This is an optimization exercise on Yosys and OpenROAD, whose aim is a short achievable clock period and few clock cycles, not a production implementation.
Only simulation tests tie the RTL to the original design; equivalence was not proved.
Power and IR drop assume default switching activity.

Design ycpu_core, start of the top module:
module ycpu_core (
    input  wire        clk,
    input  wire        rst,           
    output reg         bus_req,
    output reg         bus_we,
    output reg  [1:0]  bus_sel,       
    output reg  [14:0] bus_addr,
    output reg  [7:0]  bus_wdata,
    input  wire        bus_ack,
    input  wire        bus_err,
    input  wire [7:0]  bus_rdata,
    output wire        halted,
    output wire        fault,
    output wire [7:0]  pc_out
);
clock: 15.0 ns
lec_check: 0
cap_margin: 20
core_margin: 2
core_utilization: 40
slew_margin: 20
standard.sh (not shown) runs the stock make flow with config.mk's settings and CLKGATE_MAP_FILE= SYNTH_SCRIPT=/design/flow/synth_recipe.tcl, a recipe that flattens the netlist after the stock synthesis.
==> flow/flow/run.sh <==
#!/bin/bash
# Standard ORFS layout with two changes to how it is made:
#  - synthesis leaves adders to ABC instead of mapping them to full-adder
#    cells first (ADDER_MAP_FILE empty), so they are timing-optimised like
#    the rest of the logic; registers are unchanged;
#  - timing repair aims well past the clock period (SETUP_SLACK_MARGIN 11),
#    so that the achieved period shrinks.
# Full tool output goes to the ORFS logs (orfs/logs/...) and to standard.log.
set -euo pipefail
bash standard.sh finish SETUP_SLACK_MARGIN=11 ADDER_MAP_FILE= > standard.log 2>&1
Testbench counts at the start, summed over its fixed seeds: cycles 45,957.
Edit:
--- a/flow/design.v
+++ b/flow/design.v
@@ -191,18 +191,16 @@
             case (o)
                 OP_CEQ:  skipf = (vx != vz);
                 OP_CGT:  skipf = uge9(vz, vx);
                 default: skipf = uge9(vx, vz);
             endcase
         end
     endfunction
     wire [7:0] un_l1   = fail ? unary(op, 8'h00) : unary(op, yr);
-    wire       op_logic = (op == OP_AND) || (op == OP_OR);
-    wire [7:0] logic_l2 = (op == OP_AND) ? (b1 & y) : (b1 | y);
     wire [7:0] bin_ex  = binop(op, b1, b2);
     wire       skip_ex = skipf(op, s1, s2, b1, b2);
     wire       n1   = s1 & b1[7];
     wire       n2   = s2 & b2[7];
     wire       qneg = n1 ^ n2;
     wire [7:0] amag = n1 ? neg8(b1) : b1;
     wire [7:0] bmag = n2 ? neg8(b2) : b2;
     wire [7:0]  t1   = n2 ? b2 : ~b2;
@@ -335,24 +333,18 @@
                 n_st  = Q_EX;
             end else begin
                 {n_req, n_sel, n_addr} = r_a2;
                 n_st = Q_L2;
             end
         end
         if (st_l2) begin
             n_ex_first = 1'b1;
-            if (op_logic) begin
-                {n_req, n_sel, n_addr} = r_a1;
-                n_we = 1'b1;
-                n_st = Q_ST;
-            end else begin
-                n_req = 1'b0;
-                n_st  = Q_EX;
-            end
+            n_req = 1'b0;
+            n_st  = Q_EX;
         end
         if (st_ex) begin
             n_ex_first = 1'b0;
             n_ex_dset  = 1'b0;
             if (ex_first) begin
                 if (op_cmp) begin
                     finish(h & err, pc, skip_ex ? pc6 : pc3, skip_ex ? f6 : f3, ibank);
                 end else if (op_div && b2 == 8'd0) begin
@@ -415,34 +407,23 @@
             if (!op_nop && a1_core && !op_unary)
                 {n_req, n_sel, n_addr} = r_rd;
         end
         if (st_l1) begin
             n_b1  = y;
             n_err = err | fail;
             if (op_cpy) begin
                 n_wdata = y;
-                if (a2_core && a2[7]) begin
-                    if (!a2[0]) begin
-                        n_ibank = y;
-                        finish(h & (err | fail), pc, pc3, f3, y);
-                    end else begin
-                        n_dbank = y;
-                        finish(h & (err | fail), pc, pc3, f3, ibank);
-                    end
-                end
             end else if (op_unary) begin
                 n_wdata = un_l1;
             end
         end
         if (st_l2) begin
             n_b2  = y;
             n_err = err | fail;
-            if (op_logic)
-                n_wdata = logic_l2;
         end
         if (st_st && bus_req) begin
             finish(h & (err | fail), pc, pc3, f3, ibank);
         end
     end
     wire adv = !bus_req || bus_ack;
     always @(posedge clk) begin
         if (rst) begin
The new run finished clean.
Routed wire length fell by 16%.
Power fell by 2.3%.
Area after synthesis fell by 6.1%.
Core utilization rose by 1.9 points.
First-iteration DRC count fell by 27%.
Testbench counts after the change, summed over its fixed seeds: cycles 46,683.

* * *

ycpu_core, a different RTL version from the one above (not shown whole).
Size in the first run: ~140 flip-flops, about 49 I/O pins, ~19,000 sq um of cells after synthesis.
==> flow/design.v (excerpt) <==
module ycpu_core (
    input  wire        clk,
    input  wire        rst,           
    output reg         bus_req,
    output reg         bus_we,
    output reg  [1:0]  bus_sel,       
    output reg  [14:0] bus_addr,
    output reg  [7:0]  bus_wdata,
    input  wire        bus_ack,
    input  wire        bus_err,
    input  wire [7:0]  bus_rdata,
    output wire        halted,
    output wire        fault,
    output wire [7:0]  pc_out
);
Settings: LEC_CHECK=0, CAP_MARGIN=20, CORE_MARGIN=2, CORE_UTILIZATION=40, SLEW_MARGIN=20; clock period 15.0 ns.
==> flow/flow/run.sh <==
#!/bin/bash
# Standard ORFS layout with two changes to how it is made:
#  - synthesis leaves adders to ABC instead of mapping them to full-adder
#    cells first (ADDER_MAP_FILE empty), so they are timing-optimised like
#    the rest of the logic; registers are unchanged;
#  - timing repair aims well past the clock period (SETUP_SLACK_MARGIN 11.5),
#    so that the achieved period shrinks.
# Full tool output goes to the ORFS logs (orfs/logs/...) and to standard.log.
set -euo pipefail
bash standard.sh finish SETUP_SLACK_MARGIN=11.5 ADDER_MAP_FILE= > standard.log 2>&1
Testbench counts at the start, summed over its fixed seeds: cycles 44,721.
Next try:
--- a/flow/design.v
+++ b/flow/design.v
@@ -190,19 +190,18 @@
             vz = {!(sz & z[7]), z};
             case (o)
                 OP_CEQ:  skipf = (vx != vz);
                 OP_CGT:  skipf = uge9(vz, vx);
                 default: skipf = uge9(vx, vz);
             endcase
         end
     endfunction
     wire [7:0] un_l1   = fail ? unary(op, 8'h00) : unary(op, yr);
-    wire       skip_l2 = fail ? skipf(op, s1, s2, b1, 8'h00) : skipf(op, s1, s2, b1, yr);
     wire [7:0] bin_ex  = binop(op, b1, b2);
     wire       skip_ex = skipf(op, s1, s2, b1, b2);
     wire       n1   = s1 & b1[7];
     wire       n2   = s2 & b2[7];
     wire       qneg = n1 ^ n2;
     wire [7:0] amag = n1 ? neg8(b1) : b1;
     wire [7:0] bmag = n2 ? neg8(b2) : b2;
     wire [7:0]  t1   = n2 ? b2 : ~b2;
     wire [10:0] q0s  = add10({2'b00, amag}, {2'b00, t1}, ~n2);
@@ -430,20 +429,18 @@
                     end
                 end
             end else if (op_unary) begin
                 n_wdata = un_l1;
             end
         end
         if (st_l2) begin
             n_b2  = y;
             n_err = err | fail;
-            if (op_cmp)
-                finish(h & (err | fail), pc, skip_l2 ? pc6 : pc3, skip_l2 ? f6 : f3, ibank);
         end
         if (st_st && bus_req) begin
             finish(h & (err | fail), pc, pc3, f3, ibank);
         end
     end
     wire adv = !bus_req || bus_ack;
     always @(posedge clk) begin
         if (rst) begin
             st        <= Q_F0;
Result: The new run went through all stages and came out clean. Die area decreases by a few percent. Worst setup slack improves by 1.1 ns. Worst hold slack improves by 0.048 ns. Core utilization increases by 2.0 points. Power decreases by a quarter to a third. Non-clock buffer count increases by 47. Area after synthesis decreases by a few percent. Clock power increases by a few percent. Routed wire length decreases by a few percent. Count of clock-buffer cells in the layout decreases by 3. Cell area decreases slightly. Sequential cell count stays the same.
Testbench counts after the change, summed over its fixed seeds: cycles 46,032.

* * *

Another version of the RTL of ycpu_core (not shown whole).
For scale: roughly 2800 cells after synthesis, roughly 140 flip-flops, ~19000 um^2 of cells after synthesis.
export LEC_CHECK = 0
export CAP_MARGIN = 20
export CORE_MARGIN = 2
export CORE_UTILIZATION = 40
export SLEW_MARGIN = 20
create_clock -name core_clock -period 15.0 [get_ports {clk}]
Scripts as last shown in full above: flow/flow/run.sh
The baseline finished clean.
Testbench counts at the start, summed over its fixed seeds: cycles 44,432.
Change:
--- a/flow/design.v
+++ b/flow/design.v
@@ -187,25 +187,24 @@
         reg [8:0] vx, vz;     
         begin
             vx = {!(sx & x[7]), x};
             vz = {!(sz & z[7]), z};
             case (o)
                 OP_CEQ:  skipf = (vx != vz);
                 OP_CGT:  skipf = uge9(vz, vx);
                 default: skipf = uge9(vx, vz);
             endcase
         end
     endfunction
     wire [7:0] un_l1   = fail ? unary(op, 8'h00) : unary(op, yr);
-    wire [7:0] bin_l2  = fail ? binop(op, b1, 8'h00) : binop(op, b1, yr);
     wire [7:0] bin_ex  = binop(op, b1, b2);
     wire       skip_ex = skipf(op, s1, s2, b1, b2);
     wire       n1   = s1 & b1[7];
     wire       n2   = s2 & b2[7];
     wire       qneg = n1 ^ n2;
     wire [7:0] amag = n1 ? neg8(b1) : b1;
     wire [7:0] bmag = n2 ? neg8(b2) : b2;
     wire [7:0]  t1   = n2 ? b2 : ~b2;
     wire [10:0] q0s  = add10({2'b00, amag}, {2'b00, t1}, ~n2);
     wire        q0   = !q0s[8];                           
     wire [8:0]  t2   = n2 ? {b2, 1'b0} : {~b2, 1'b1};
     wire [10:0] q1s  = add10({2'b00, amag}, {1'b0, t2}, ~n2);
@@ -244,27 +243,24 @@
     wire [7:0] q_next = {dquo[5:0], s_n[9:8]};
     wire [7:0] r_next = dneg ? neg8(q_next) : q_next;
     wire [7:0] pp0 = b2[0] ? b1        : 8'd0;
     wire [7:0] pp1 = b2[1] ? {b1[6:0], 1'b0} : 8'd0;
     wire [7:0] pp2 = b2[2] ? {b1[5:0], 2'b0} : 8'd0;
     wire [7:0] pp3 = b2[3] ? {b1[4:0], 3'b0} : 8'd0;
     wire [7:0] pp4 = b2[4] ? {b1[3:0], 4'b0} : 8'd0;
     wire [7:0] pp5 = b2[5] ? {b1[2:0], 5'b0} : 8'd0;
     wire [7:0] pp6 = b2[6] ? {b1[1:0], 6'b0} : 8'd0;
     wire [7:0] pp7 = b2[7] ? {b1[0], 7'b0}   : 8'd0;
     wire [7:0] mul_res = add8(add8(add8(pp0, pp1), add8(pp2, pp3)),
                               add8(add8(pp4, pp5), add8(pp6, pp7)));
-    wire [7:0] yrpc3 = add8(yr, 8'd3);
-    wire [7:0] ypc3  = fail ? 8'd3 : yrpc3;
-    wire       yf3   = !fail && (yr >= 8'd123) && (yr <= 8'd252);
     wire [7:0] wpc3 = add8(bus_wdata, 8'd3);
     wire       wf3  = (bus_wdata >= 8'd123) && (bus_wdata <= 8'd252);
     reg [6:0]  n_st;
     reg        n_req, n_we;
     reg [1:0]  n_sel;
     reg [14:0] n_addr;
     reg [7:0]  n_wdata;
     reg [7:0]  n_pc, n_ibank, n_dbank, n_ir, n_a1, n_a2, n_b1, n_b2;
     reg        n_err, n_halted, n_fault;
     reg [1:0]  n_dcnt;
     reg        n_ex_first, n_ex_dset;
     reg [7:0]  n_drem, n_dnum, n_dden, n_dquo, n_damag;
@@ -317,50 +313,42 @@
             end else if (op_cpy) begin
                 n_we    = 1'b1;
                 n_wdata = ival1;
                 n_st    = Q_ST;
             end else begin
                 n_st = Q_L2;
             end
         end
         if (st_l1) begin
             n_b2 = ival2;
             n_ex_first = 1'b1;
             if (op_cpy) begin
-                if (!a2_core) begin
-                    {n_req, n_sel, n_addr} = r_a2;
-                    n_we = 1'b1;
-                    n_st = Q_ST;
-                end
+                {n_req, n_sel, n_addr} = r_a2;
+                n_we = 1'b1;
+                n_st = Q_ST;
             end else if (op_unary) begin
                 n_we = 1'b1;
                 n_st = Q_ST;
             end else if (a2_core) begin
                 n_req = 1'b0;
                 n_st  = Q_EX;
             end else begin
                 {n_req, n_sel, n_addr} = r_a2;
                 n_st = Q_L2;
             end
         end
         if (st_l2) begin
             n_ex_first = 1'b1;
-            if (op_bin) begin
-                {n_req, n_sel, n_addr} = r_a1;
-                n_we = 1'b1;
-                n_st = Q_ST;
-            end else begin
-                n_req = 1'b0;
-                n_st  = Q_EX;
-            end
+            n_req = 1'b0;
+            n_st  = Q_EX;
         end
         if (st_ex) begin
             n_ex_first = 1'b0;
             n_ex_dset  = 1'b0;
             if (ex_first) begin
                 if (op_cmp) begin
                     finish(h & err, pc, skip_ex ? pc6 : pc3, skip_ex ? f6 : f3, ibank);
                 end else if (op_div && b2 == 8'd0) begin
                     finish(h, pc, pc3, f3, ibank);
                 end else if (op_div && !dfast) begin
                     n_ex_dset = 1'b1;
                     n_damag   = amag;
@@ -415,43 +403,31 @@
         if (st_f0) n_ir = bus_rdata;
         if (st_f1) n_a1 = bus_rdata;
         if (st_f2) begin
             n_a2 = bus_rdata;
             if (!op_nop && a1_core && !op_unary)
                 {n_req, n_sel, n_addr} = r_rd;
         end
         if (st_l1) begin
             n_b1  = y;
             n_err = err | fail;
             if (op_cpy) begin
                 n_wdata = y;
-                if (a2_core) begin
-                    if (a2 == 8'd0) begin
-                        finish(h & (err | fail), y, ypc3, yf3, ibank);
-                    end else if (!a2[0]) begin
-                        n_ibank = y;
-                        finish(h & (err | fail), pc, pc3, f3, y);
-                    end else begin
-                        n_dbank = y;
-                        finish(h & (err | fail), pc, pc3, f3, ibank);
-                    end
-                end
             end else if (op_unary) begin
                 n_wdata = un_l1;
             end
         end
         if (st_l2) begin
-            n_b2    = y;
-            n_err   = err | fail;
-            n_wdata = bin_l2;
+            n_b2  = y;
+            n_err = err | fail;
         end
         if (st_st && bus_req) begin
             finish(h & (err | fail), pc, pc3, f3, ibank);
         end
     end
     wire adv = !bus_req || bus_ack;
     always @(posedge clk) begin
         if (rst) begin
             st        <= Q_F0;
             pc        <= 8'h00;
             ibank     <= 8'h00;
             dbank     <= 8'h00;
The changed run completed without violations.
Wire length fell by 22%.
Global-route usage came out lower by 4.8 points.
Clock skew barely changes.
Hold slack loses 0.054 ns.
Die area went down by 9.8%.
Testbench counts after the change, summed over its fixed seeds: cycles 46,683.

[separate check: timing with driven ports]
The results above use ideal ports. As a check the final layouts listed here were re-extracted and re-timed, cells and wires unchanged.
Step 1 (the two cells are an assumption about what drives the block):
set clk [get_ports {clk}]
set_driving_cell -lib_cell sky130_fd_sc_hd__clkbuf_16 $clk
set_driving_cell -lib_cell sky130_fd_sc_hd__buf_2 [delete_from_list [all_inputs] $clk]
Step 2, shift: input delay + t, output delay - t, t = (earliest + latest rising clock arrival at the registers) / 2. This alone moves slack from input paths to output paths.
Slacks: no drivers / after step 1 / after step 2; pairs: no drivers / after step 1.
| run | t (ns) | slack for setup (ns) | worst setup path after step 2 | pins driven straight from the clock port |
|---|---|---|---|---|
| the first run of note 1 | 0.542 | 10.612 / 10.601 / 10.059 | input to register | 1 |
| the second run of note 1 | 0.503 | 10.845 / 10.801 / 10.326 | input to register | 1 |
| the first run of note 2 | 0.548 | 9.428 / 9.428 / 8.880 | input to register | 1 |
| the second run of note 2 | 0.540 | 10.526 / 10.522 / 9.981 | input to register | 1 |
| the first run of note 3 | 0.526 | 9.805 / 9.801 / 9.275 | input to register | 1 |
| the second run of note 3 | 0.503 | 10.808 / 10.767 / 10.312 | input to register | 1 |
After both steps every run listed still meets setup and hold. The setup slack of the first run of note 1, which loses most, moves by -0.011 ns with the drivers and by -0.553 ns with both steps.
